This is an optimization exercise on Yosys and OpenROAD, whose aim is small area, a short achievable clock period and few clock cycles, not a production implementation.
The RTL was checked by simulation tests, not by an equivalence proof against the original design.
No activity file was given, so power comes from the tool's default toggle rates.

==> inputs of 11-07 <==
Design csx_core, start of the top module:
module csx_core (
    input  wire        clk,
    input  wire        rst,       
    input  wire        req,
    input  wire        we,
    input  wire [7:0]  sel,
    input  wire [15:0] wdata,
    output wire        ack,
    output wire [15:0] rdata
);
    reg [7:0]  sum;
    reg [10:0] status;            
    reg [7:0]  t00;    
    reg [7:0]  t01;    
    reg [7:0]  t02;    
    reg [7:0]  t03;    
    reg [7:0]  t04;    
    reg [7:0]  t05;    
    reg [7:0]  t06;    
    reg [7:0]  t07;    
    reg [7:0]  t08;    
    reg [7:0]  t09;    
    reg [7:0]  t10;    
    reg [7:0]  t11;    
    reg [7:0]  t12;    
    reg [7:0]  t13;    
    reg [7:0]  t14;    
    reg [7:0]  t15;    
    reg [7:0]  t16;    
    reg [7:0]  t17;    
    reg [7:0]  t18;    
    reg [7:0]  t19;    
    reg [7:0]  t20;    
    reg [7:0]  t21;    
    reg [7:0]  t22;    
    reg [7:0]  t23;    
    reg [7:0]  t24;    
    reg [7:0]  t25;    
    reg [7:0]  t26;    
    reg [7:0]  t27;    
    reg [7:0]  t28;    
    reg [7:0]  t29;    
    reg [7:0]  t30;    
    reg [7:0]  t31;    
    reg [7:0]  t32;    
    reg [7:0]  t33;    
    reg [5:0]  tlen;
    reg [7:0]  b00;    
    reg [7:0]  b01;    
    reg [7:0]  b02;    
    reg [7:0]  b03;    
    reg [7:0]  b04;    
    reg [7:0]  b05;    
    reg [7:0]  b06;    
    reg [7:0]  b07;    
    reg [7:0]  b08;    
    reg [7:0]  b09;    
    reg [7:0]  b10;    
  ...
export LEC_CHECK = 0
export CAP_MARGIN = 20
export CORE_MARGIN = 2
export CORE_UTILIZATION = 40
export PLACE_DENSITY = 0.6
export SLEW_MARGIN = 20
create_clock -name core_clock -period 200.0 [get_ports {clk}]
run.sh (not shown) runs the stock make flow with config.mk's settings and CLKGATE_MAP_FILE= SYNTH_SCRIPT=/design/flow/synth_recipe.tcl, a recipe that flattens the netlist after the stock synthesis.
==> 05-26: changes against 11-07 <==
--- a/flow/design.v
+++ b/flow/design.v
@@ -325,12 +325,13 @@
     wire       pack_wr = (state == S_PACK);
     wire       ckg_wr  = (state == S_CKG);
     wire       clr_wr  = (state == S_CLRB);
     wire       mac_lo  = (state == S_MAC);
     wire       mac_hi  = (state == S_MAC) || (state == S_MACH);
     wire       b2t_wr  = (state == S_B2T);
+    wire [7:0] bbus    = clr_wr ? 8'h00 : ckg_wr ? ck17 : wdata[7:0];
     always @(posedge clk) begin
         rdata_r <= rmux;
         rtxt_r  <= (rsel <= 8'h21);
         if (state == S_CKG)
             fetch_r <= {2'b00, ck17[7:4]};
         else if (state == S_B2T || state == S_B2P)
@@ -546,100 +547,81 @@
     always @(posedge clk)
         if (hw && sel == 8'h21) t33 <= txt_wd;
         else if (b2t_wr) t33 <= {2'b00, dg[149:144]};
     always @(posedge clk)
         if (mac_hi) b00 <= mac[143:136];
         else if (pack_wr) b00 <= 8'h00;
-        else if (ckg_wr) b00 <= ck17;
-        else if (clr_wr) b00 <= 8'h00;
-        else if (hw && sel == 8'h30) b00 <= wdata[7:0];
+        else if (clr_wr || ckg_wr || (hw && sel == 8'h30)) b00 <= bbus;
     always @(posedge clk)
         if (mac_hi) b01 <= mac[135:128];
         else if (pack_wr) b01 <= 8'h01;
-        else if (clr_wr) b01 <= 8'h00;
-        else if (hw && sel == 8'h31) b01 <= wdata[7:0];
+        else if (clr_wr || (hw && sel == 8'h31)) b01 <= bbus;
     always @(posedge clk)
         if (mac_hi) b02 <= mac[127:120];
         else if (pack_wr) b02 <= f_gap;
-        else if (clr_wr) b02 <= 8'h00;
-        else if (hw && sel == 8'h32) b02 <= wdata[7:0];
+        else if (clr_wr || (hw && sel == 8'h32)) b02 <= bbus;
     always @(posedge clk)
         if (mac_hi) b03 <= mac[119:112];
         else if (pack_wr) b03 <= f_outl;
-        else if (clr_wr) b03 <= 8'h00;
-        else if (hw && sel == 8'h33) b03 <= wdata[7:0];
+        else if (clr_wr || (hw && sel == 8'h33)) b03 <= bbus;
     always @(posedge clk)
         if (mac_hi) b04 <= mac[111:104];
         else if (pack_wr) b04 <= f_red;
-        else if (clr_wr) b04 <= 8'h00;
-        else if (hw && sel == 8'h34) b04 <= wdata[7:0];
+        else if (clr_wr || (hw && sel == 8'h34)) b04 <= bbus;
     always @(posedge clk)
         if (mac_hi) b05 <= mac[103:96];
         else if (pack_wr) b05 <= f_green;
-        else if (clr_wr) b05 <= 8'h00;
-        else if (hw && sel == 8'h35) b05 <= wdata[7:0];
+        else if (clr_wr || (hw && sel == 8'h35)) b05 <= bbus;
     always @(posedge clk)
         if (mac_hi) b06 <= mac[95:88];
         else if (pack_wr) b06 <= f_blue;
-        else if (clr_wr) b06 <= 8'h00;
-        else if (hw && sel == 8'h36) b06 <= wdata[7:0];
+        else if (clr_wr || (hw && sel == 8'h36)) b06 <= bbus;
     always @(posedge clk)
         if (mac_hi) b07 <= mac[87:80];
         else if (pack_wr) b07 <= f_alpha;
-        else if (clr_wr) b07 <= 8'h00;
-        else if (hw && sel == 8'h37) b07 <= wdata[7:0];
+        else if (clr_wr || (hw && sel == 8'h37)) b07 <= bbus;
     always @(posedge clk)
         if (mac_hi) b08 <= mac[79:72];
         else if (pack_wr) b08 <= {f_recoil, f_splitdist};
-        else if (clr_wr) b08 <= 8'h00;
-        else if (hw && sel == 8'h38) b08 <= wdata[7:0];
+        else if (clr_wr || (hw && sel == 8'h38)) b08 <= bbus;
     always @(posedge clk)
         if (mac_lo) b09 <= mac[71:64];
         else if (pack_wr) b09 <= f_fgap;
-        else if (clr_wr) b09 <= 8'h00;
-        else if (hw && sel == 8'h39) b09 <= wdata[7:0];
+        else if (clr_wr || (hw && sel == 8'h39)) b09 <= bbus;
     always @(posedge clk)
         if (mac_lo) b10 <= mac[63:56];
         else if (pack_wr) b10 <= {f_inner, f_drawoutl, f_color};
-        else if (clr_wr) b10 <= 8'h00;
-        else if (hw && sel == 8'h3A) b10 <= wdata[7:0];
+        else if (clr_wr || (hw && sel == 8'h3A)) b10 <= bbus;
     always @(posedge clk)
         if (mac_lo) b11 <= mac[55:48];
         else if (pack_wr) b11 <= {f_ratio, f_outer};
-        else if (clr_wr) b11 <= 8'h00;
-        else if (hw && sel == 8'h3B) b11 <= wdata[7:0];
+        else if (clr_wr || (hw && sel == 8'h3B)) b11 <= bbus;
     always @(posedge clk)
         if (mac_lo) b12 <= mac[47:40];
         else if (pack_wr) b12 <= f_thick;
-        else if (clr_wr) b12 <= 8'h00;
-        else if (hw && sel == 8'h3C) b12 <= wdata[7:0];
+        else if (clr_wr || (hw && sel == 8'h3C)) b12 <= bbus;
     always @(posedge clk)
         if (mac_lo) b13 <= mac[39:32];
         else if (pack_wr) b13 <= {f_t, f_usealpha, f_guwv, f_dot, f_style, 1'b0};
-        else if (clr_wr) b13 <= 8'h00;
-        else if (hw && sel == 8'h3D) b13 <= wdata[7:0];
+        else if (clr_wr || (hw && sel == 8'h3D)) b13 <= bbus;
     always @(posedge clk)
         if (mac_lo) b14 <= mac[31:24];
         else if (pack_wr) b14 <= f_size[7:0];
-        else if (clr_wr) b14 <= 8'h00;
-        else if (hw && sel == 8'h3E) b14 <= wdata[7:0];
+        else if (clr_wr || (hw && sel == 8'h3E)) b14 <= bbus;
     always @(posedge clk)
         if (mac_lo) b15 <= mac[23:16];
         else if (pack_wr) b15 <= {3'b000, f_size[12:8]};
-        else if (clr_wr) b15 <= 8'h00;
-        else if (hw && sel == 8'h3F) b15 <= wdata[7:0];
+        else if (clr_wr || (hw && sel == 8'h3F)) b15 <= bbus;
     always @(posedge clk)
         if (mac_lo) b16 <= mac[15:8];
         else if (pack_wr) b16 <= 8'h00;
-        else if (clr_wr) b16 <= 8'h00;
-        else if (hw && sel == 8'h40) b16 <= wdata[7:0];
+        else if (clr_wr || (hw && sel == 8'h40)) b16 <= bbus;
     always @(posedge clk)
         if (mac_lo) b17 <= mac[7:0];
         else if (pack_wr) b17 <= 8'h00;
-        else if (clr_wr) b17 <= 8'h00;
-        else if (hw && sel == 8'h41) b17 <= wdata[7:0];
+        else if (clr_wr || (hw && sel == 8'h41)) b17 <= bbus;
     always @(posedge clk)
         if (hw && sel == 8'h50) f_gap <= wdata[7:0];
         else if (unpk_wr) f_gap <= b02;
     always @(posedge clk)
         if (hw && sel == 8'h51) f_outl <= wdata[7:0];
         else if (unpk_wr) f_outl <= b03;
==> notes <==
- Of 11-07 and 05-26, 05-26 has the higher count of clock-buffer cells in the layout (gap 7).
- Die area: 05-26 is higher than 11-07 (about 0.7%).
- Of 11-07 and 05-26, 05-26 has the higher first-iteration DRC count (gap about 13%, measured against 05-26).
- Between 05-26 and 11-07, the lower maximum frequency is in 11-07 (gap about 2.1%, measured against 11-07).
Testbench counts of 11-07, summed over its fixed seeds: cycles 18,816.
Testbench counts of 05-26, summed over its fixed seeds: cycles 18,816.

==> trial 72 <==
RTL: one of the versions met above, not the one the previous note started from.
export LEC_CHECK = 0
export CAP_MARGIN = 60
export CORE_MARGIN = 2
export CORE_UTILIZATION = 40
export PLACE_DENSITY = 0.6
export SLEW_MARGIN = 60
create_clock -name core_clock -period 200.0 [get_ports {clk}]
==> build 55 (differences from trial 72) <==
--- a/flow/design.v
+++ b/flow/design.v
@@ -102,17 +102,19 @@
                      E_CODE   = 3'd2,
                      E_RANGE  = 3'd3,
                      E_ILLCMD = 3'd4;
     reg [3:0] state;
     reg       composite;         
     reg [5:0] cnt;               
-    reg [5:0] fetch_r;           
+    reg [7:0] fetch_r;           
     wire idle   = (state == S_IDLE);
     wire first  = idle && req && !ack_r;         
     wire hw     = first && we;                   
     wire is_cmd = hw && (sel == 8'h71);
+    reg  [7:0] wd_r;
+    wire tw     = ack_r && req && we && idle;
     wire b2t_first = (cnt == 6'd1);
     wire b2t_last  = (cnt == 6'd36);
     wire [7:0] isel = (state == S_B2T || state == S_B2P) ? (8'h30 + {3'd0, cnt[5:1]})
                                                          : {2'b00, cnt};
     wire [7:0] rsel = idle ? sel : isel;
     reg  [12:0] rmux;
@@ -195,13 +197,13 @@
         8'h64: rmux = f_size;
         8'h70: rmux = {2'd0, status};
         default: rmux = 13'd0;
         endcase
     end
     wire [7:0] txt_wd, rd_txt;
-    csx_tcenc u_tcenc (.i(wdata[7:0]), .o(txt_wd));
+    csx_tcenc u_tcenc (.i(wd_r), .o(txt_wd));
     csx_tcdec u_tcdec (.i(rdata_r[7:0]), .o(rd_txt));
     assign rdata = rtxt_r ? {8'd0, rd_txt} : {3'b000, rdata_r};
     localparam [149:0] DIG_2P144 = {6'd2, 6'd8, 6'd51, 6'd45, 6'd23, 6'd54, 6'd12, 6'd17, 6'd6, 6'd7, 6'd4, 6'd4, 6'd19, 6'd28, 6'd27, 6'd6, 6'd25, 6'd47, 6'd14, 6'd26, 6'd59, 6'd4, 6'd27, 6'd38, 6'd16};
     wire [149:0] digits = {t33[5:0], t32[5:0], t31[5:0], t30[5:0], t29[5:0], t27[5:0], t26[5:0], t25[5:0], t24[5:0], t23[5:0], t21[5:0], t20[5:0], t19[5:0], t18[5:0], t17[5:0], t15[5:0], t14[5:0], t13[5:0], t12[5:0], t11[5:0], t09[5:0], t08[5:0], t07[5:0], t06[5:0], t05[5:0]};
     wire wf_text = (tlen == 6'd34) &&
         (t00 == 8'h02) && (t01 == 8'h12) && (t02 == 8'h06) && (t03 == 8'h0E) && (t04 == 8'h74) && (t10 == 8'h74) && (t16 == 8'h74) && (t22 == 8'h74) && (t28 == 8'h74) &&
@@ -231,13 +233,13 @@
         (t32[7:6] == 2'b00) && (t32[5:1] != 5'h1F) &&
         (t33[7:6] == 2'b00) && (t33[5:1] != 5'h1F) &&
         1'b1;
     wire t2b_ovf = (digits >= DIG_2P144);
     wire [143:0] bufv = {b00, b01, b02, b03, b04, b05, b06, b07, b08, b09, b10, b11, b12, b13, b14, b15, b16, b17};
     wire [149:0] dg_in = {t33[5:0], t32[5:0], t31[5:0], t30[5:0], t29[5:0], t27[5:0], t26[5:0], t25[5:0], t24[5:0], t23[5:0], t21[5:0], t20[5:0], t19[5:0], t18[5:0], t17[5:0], t15[5:0], t14[5:0], t13[5:0], t12[5:0], t11[5:0], t09[5:0], t08[5:0], t07[5:0], t06[5:0], t05[5:0]} & {150{!b2t_first}};
-    wire [5:0]  d1 = fetch_r + 6'd1;
+    wire [5:0]  d1 = fetch_r[5:0] + 6'd1;
     reg  [5:0]  mac_s;
     reg         mac_c;
     wire [71:0] lo_a = {bufv[65:0], d1};
     wire [71:0] lo_b = {~bufv[70:0], 1'b1};
     wire [71:0] hi_a = {bufv[137:72], mac_s};
     wire [71:0] hi_b = ~{bufv[142:72], mac_s[5]};
@@ -255,27 +257,28 @@
         end
     end
     wire [143:0] mac = {hi_s, lo_s};
     wire       mac_last = (cnt == 6'd4);    
     wire [5:0] cnt_dn   = (cnt == 6'd29 || cnt == 6'd23 || cnt == 6'd17 || cnt == 6'd11)
                           ? cnt - 6'd2 : cnt - 6'd1;
-    wire [3:0]   nib = fetch_r[3:0];
+    wire [3:0]   nib = cnt[0] ? fetch_r[7:4] : fetch_r[3:0];
     reg  [149:0] dg;
     reg  [5:0]   dk;
     reg          cy, co;
     integer      k, st;
     always @* begin
         dg = dg_in;
         for (st = 3; st >= 0; st = st - 1) begin
             cy = nib[st];
-            for (k = 0; k < 25; k = k + 1) begin
+            for (k = 0; k < 24; k = k + 1) begin
                 dk = dg[6 * k +: 6];
                 co = dk[5] | (&dk[4:0]);
                 dg[6 * k +: 6] = {dk[4:0] + {4'd0, co}, cy};
                 cy = co;
             end
+            dg[149:144] = {4'd0, dg[144], cy};
         end
     end
     function [15:0] csa;     
         input [7:0] a, b, c;
         begin
             csa[15:8] = a ^ b ^ c;
@@ -329,18 +332,14 @@
     wire       mac_hi  = (state == S_MAC) || (state == S_MACH);
     wire       b2t_wr  = (state == S_B2T);
     wire [7:0] bbus    = clr_wr ? 8'h00 : ckg_wr ? ck17 : wdata[7:0];
     always @(posedge clk) begin
         rdata_r <= rmux;
         rtxt_r  <= (rsel <= 8'h21);
-        if (state == S_CKG)
-            fetch_r <= {2'b00, ck17[7:4]};
-        else if (state == S_B2T || state == S_B2P)
-            fetch_r <= {2'b00, cnt[0] ? rmux[3:0] : rmux[7:4]};
-        else
-            fetch_r <= rmux[5:0];
+        fetch_r <= (state == S_CKG) ? ck17 : rmux[7:0];
+        wd_r    <= wdata[7:0];
         if (rst) begin
             state  <= S_IDLE;
             status <= 11'd0;
             ack_r  <= 1'b0;
         end else begin
             if (done) ack_r <= 1'b0;
@@ -443,112 +442,112 @@
         if (state == S_CKG)      sum <= ck17;
         else if (state == S_CKV) sum <= ck15;
         if (hw && sel == 8'h22)       tlen <= wdata[5:0];
         else if (b2t_wr && b2t_first) tlen <= 6'd34;
     end
     always @(posedge clk)
-        if (hw && sel == 8'h00) t00 <= txt_wd;
+        if (tw && sel == 8'h00) t00 <= txt_wd;
         else if (b2t_wr && b2t_first) t00 <= 8'h02;    
     always @(posedge clk)
-        if (hw && sel == 8'h01) t01 <= txt_wd;
+        if (tw && sel == 8'h01) t01 <= txt_wd;
         else if (b2t_wr && b2t_first) t01 <= 8'h12;    
     always @(posedge clk)
-        if (hw && sel == 8'h02) t02 <= txt_wd;
+        if (tw && sel == 8'h02) t02 <= txt_wd;
         else if (b2t_wr && b2t_first) t02 <= 8'h06;    
     always @(posedge clk)
-        if (hw && sel == 8'h03) t03 <= txt_wd;
+        if (tw && sel == 8'h03) t03 <= txt_wd;
         else if (b2t_wr && b2t_first) t03 <= 8'h0E;    
     always @(posedge clk)
-        if (hw && sel == 8'h04) t04 <= txt_wd;
+        if (tw && sel == 8'h04) t04 <= txt_wd;
         else if (b2t_wr && b2t_first) t04 <= 8'h74;    
     always @(posedge clk)
-        if (hw && sel == 8'h05) t05 <= txt_wd;
+        if (tw && sel == 8'h05) t05 <= txt_wd;
         else if (b2t_wr) t05 <= {2'b00, dg[5:0]};
     always @(posedge clk)
-        if (hw && sel == 8'h06) t06 <= txt_wd;
+        if (tw && sel == 8'h06) t06 <= txt_wd;
         else if (b2t_wr) t06 <= {2'b00, dg[11:6]};
     always @(posedge clk)
-        if (hw && sel == 8'h07) t07 <= txt_wd;
+        if (tw && sel == 8'h07) t07 <= txt_wd;
         else if (b2t_wr) t07 <= {2'b00, dg[17:12]};
     always @(posedge clk)
-        if (hw && sel == 8'h08) t08 <= txt_wd;
+        if (tw && sel == 8'h08) t08 <= txt_wd;
         else if (b2t_wr) t08 <= {2'b00, dg[23:18]};
     always @(posedge clk)
-        if (hw && sel == 8'h09) t09 <= txt_wd;
+        if (tw && sel == 8'h09) t09 <= txt_wd;
         else if (b2t_wr) t09 <= {2'b00, dg[29:24]};
     always @(posedge clk)
-        if (hw && sel == 8'h0A) t10 <= txt_wd;
+        if (tw && sel == 8'h0A) t10 <= txt_wd;
         else if (b2t_wr && b2t_first) t10 <= 8'h74;    
     always @(posedge clk)
-        if (hw && sel == 8'h0B) t11 <= txt_wd;
+        if (tw && sel == 8'h0B) t11 <= txt_wd;
         else if (b2t_wr) t11 <= {2'b00, dg[35:30]};
     always @(posedge clk)
-        if (hw && sel == 8'h0C) t12 <= txt_wd;
+        if (tw && sel == 8'h0C) t12 <= txt_wd;
         else if (b2t_wr) t12 <= {2'b00, dg[41:36]};
     always @(posedge clk)
-        if (hw && sel == 8'h0D) t13 <= txt_wd;
+        if (tw && sel == 8'h0D) t13 <= txt_wd;
         else if (b2t_wr) t13 <= {2'b00, dg[47:42]};
     always @(posedge clk)
-        if (hw && sel == 8'h0E) t14 <= txt_wd;
+        if (tw && sel == 8'h0E) t14 <= txt_wd;
         else if (b2t_wr) t14 <= {2'b00, dg[53:48]};
     always @(posedge clk)
-        if (hw && sel == 8'h0F) t15 <= txt_wd;
+        if (tw && sel == 8'h0F) t15 <= txt_wd;
         else if (b2t_wr) t15 <= {2'b00, dg[59:54]};
     always @(posedge clk)
-        if (hw && sel == 8'h10) t16 <= txt_wd;
+        if (tw && sel == 8'h10) t16 <= txt_wd;
         else if (b2t_wr && b2t_first) t16 <= 8'h74;    
     always @(posedge clk)
-        if (hw && sel == 8'h11) t17 <= txt_wd;
+        if (tw && sel == 8'h11) t17 <= txt_wd;
         else if (b2t_wr) t17 <= {2'b00, dg[65:60]};
     always @(posedge clk)
-        if (hw && sel == 8'h12) t18 <= txt_wd;
+        if (tw && sel == 8'h12) t18 <= txt_wd;
         else if (b2t_wr) t18 <= {2'b00, dg[71:66]};
     always @(posedge clk)
-        if (hw && sel == 8'h13) t19 <= txt_wd;
+        if (tw && sel == 8'h13) t19 <= txt_wd;
         else if (b2t_wr) t19 <= {2'b00, dg[77:72]};
     always @(posedge clk)
-        if (hw && sel == 8'h14) t20 <= txt_wd;
+        if (tw && sel == 8'h14) t20 <= txt_wd;
         else if (b2t_wr) t20 <= {2'b00, dg[83:78]};
     always @(posedge clk)
-        if (hw && sel == 8'h15) t21 <= txt_wd;
+        if (tw && sel == 8'h15) t21 <= txt_wd;
         else if (b2t_wr) t21 <= {2'b00, dg[89:84]};
     always @(posedge clk)
-        if (hw && sel == 8'h16) t22 <= txt_wd;
+        if (tw && sel == 8'h16) t22 <= txt_wd;
         else if (b2t_wr && b2t_first) t22 <= 8'h74;    
     always @(posedge clk)
-        if (hw && sel == 8'h17) t23 <= txt_wd;
+        if (tw && sel == 8'h17) t23 <= txt_wd;
         else if (b2t_wr) t23 <= {2'b00, dg[95:90]};
     always @(posedge clk)
-        if (hw && sel == 8'h18) t24 <= txt_wd;
+        if (tw && sel == 8'h18) t24 <= txt_wd;
         else if (b2t_wr) t24 <= {2'b00, dg[101:96]};
     always @(posedge clk)
-        if (hw && sel == 8'h19) t25 <= txt_wd;
+        if (tw && sel == 8'h19) t25 <= txt_wd;
         else if (b2t_wr) t25 <= {2'b00, dg[107:102]};
     always @(posedge clk)
-        if (hw && sel == 8'h1A) t26 <= txt_wd;
+        if (tw && sel == 8'h1A) t26 <= txt_wd;
         else if (b2t_wr) t26 <= {2'b00, dg[113:108]};
     always @(posedge clk)
-        if (hw && sel == 8'h1B) t27 <= txt_wd;
+        if (tw && sel == 8'h1B) t27 <= txt_wd;
         else if (b2t_wr) t27 <= {2'b00, dg[119:114]};
     always @(posedge clk)
-        if (hw && sel == 8'h1C) t28 <= txt_wd;
+        if (tw && sel == 8'h1C) t28 <= txt_wd;
         else if (b2t_wr && b2t_first) t28 <= 8'h74;    
     always @(posedge clk)
-        if (hw && sel == 8'h1D) t29 <= txt_wd;
+        if (tw && sel == 8'h1D) t29 <= txt_wd;
         else if (b2t_wr) t29 <= {2'b00, dg[125:120]};
     always @(posedge clk)
-        if (hw && sel == 8'h1E) t30 <= txt_wd;
+        if (tw && sel == 8'h1E) t30 <= txt_wd;
         else if (b2t_wr) t30 <= {2'b00, dg[131:126]};
     always @(posedge clk)
-        if (hw && sel == 8'h1F) t31 <= txt_wd;
+        if (tw && sel == 8'h1F) t31 <= txt_wd;
         else if (b2t_wr) t31 <= {2'b00, dg[137:132]};
     always @(posedge clk)
-        if (hw && sel == 8'h20) t32 <= txt_wd;
+        if (tw && sel == 8'h20) t32 <= txt_wd;
         else if (b2t_wr) t32 <= {2'b00, dg[143:138]};
     always @(posedge clk)
-        if (hw && sel == 8'h21) t33 <= txt_wd;
+        if (tw && sel == 8'h21) t33 <= txt_wd;
         else if (b2t_wr) t33 <= {2'b00, dg[149:144]};
     always @(posedge clk)
         if (mac_hi) b00 <= mac[143:136];
         else if (pack_wr) b00 <= 8'h00;
         else if (clr_wr || ckg_wr || (hw && sel == 8'h30)) b00 <= bbus;
     always @(posedge clk)
==> comparison <==
Between build 55 and trial 72, the lower area after synthesis is in trial 72 (gap 1.1%, measured against trial 72).
Against build 55, the sequential cell count of trial 72 is lower by 10.
Against build 55, the synthesized cell count of trial 72 is higher by about 1.4%.
Of build 55 and trial 72, build 55 has the higher core utilization (gap 0.099 points).
Against trial 72, the non-clock buffer count of build 55 is higher by 8.
In sequential power, trial 72 and build 55 hardly differ.
Testbench counts of trial 72, summed over its fixed seeds: cycles 18,816.
Testbench counts of build 55, summed over its fixed seeds: cycles 18,816.

-- separate check: timing with driven ports --
How much do the figures lean on ideal ports? The routed layouts below were timed once more, with nothing changed but the port constraints.
Step 1, drivers: a clkbuf_16 drives clk and a buf_2 each remaining input, both assumed.
Step 2 adds t to the input delays and takes it off the output delays; t is the mean of the earliest and latest rising clock arrival at the registers after step 1. Input paths then give back, and output paths get back, about the clock's delay inside the block.
Slacks: no drivers / after step 1 / after step 2; pairs: no drivers / after step 1.
run	t (ns)	setup WS [ns]	worst setup path at the end	latest minus earliest clock arrival (ns)	worst slew at a driven data input, ns
11-07	0.744	154.145 / 154.197 / 153.453	input to register	0.027 / 0.027	0.06
05-26	0.762	155.103 / 155.154 / 154.393	input to register	0.027 / 0.027	0.10
trial 72	0.752	155.914 / 155.960 / 155.208	input to register	0.041 / 0.042	0.10
build 55	0.786	156.099 / 156.024 / 155.752	input to register	0.036 / 0.037	0.05
After both steps setup and hold are still met in every run listed. The setup slack of 05-26, which loses most, moves by +0.051 ns with the drivers and by -0.710 ns with both steps.
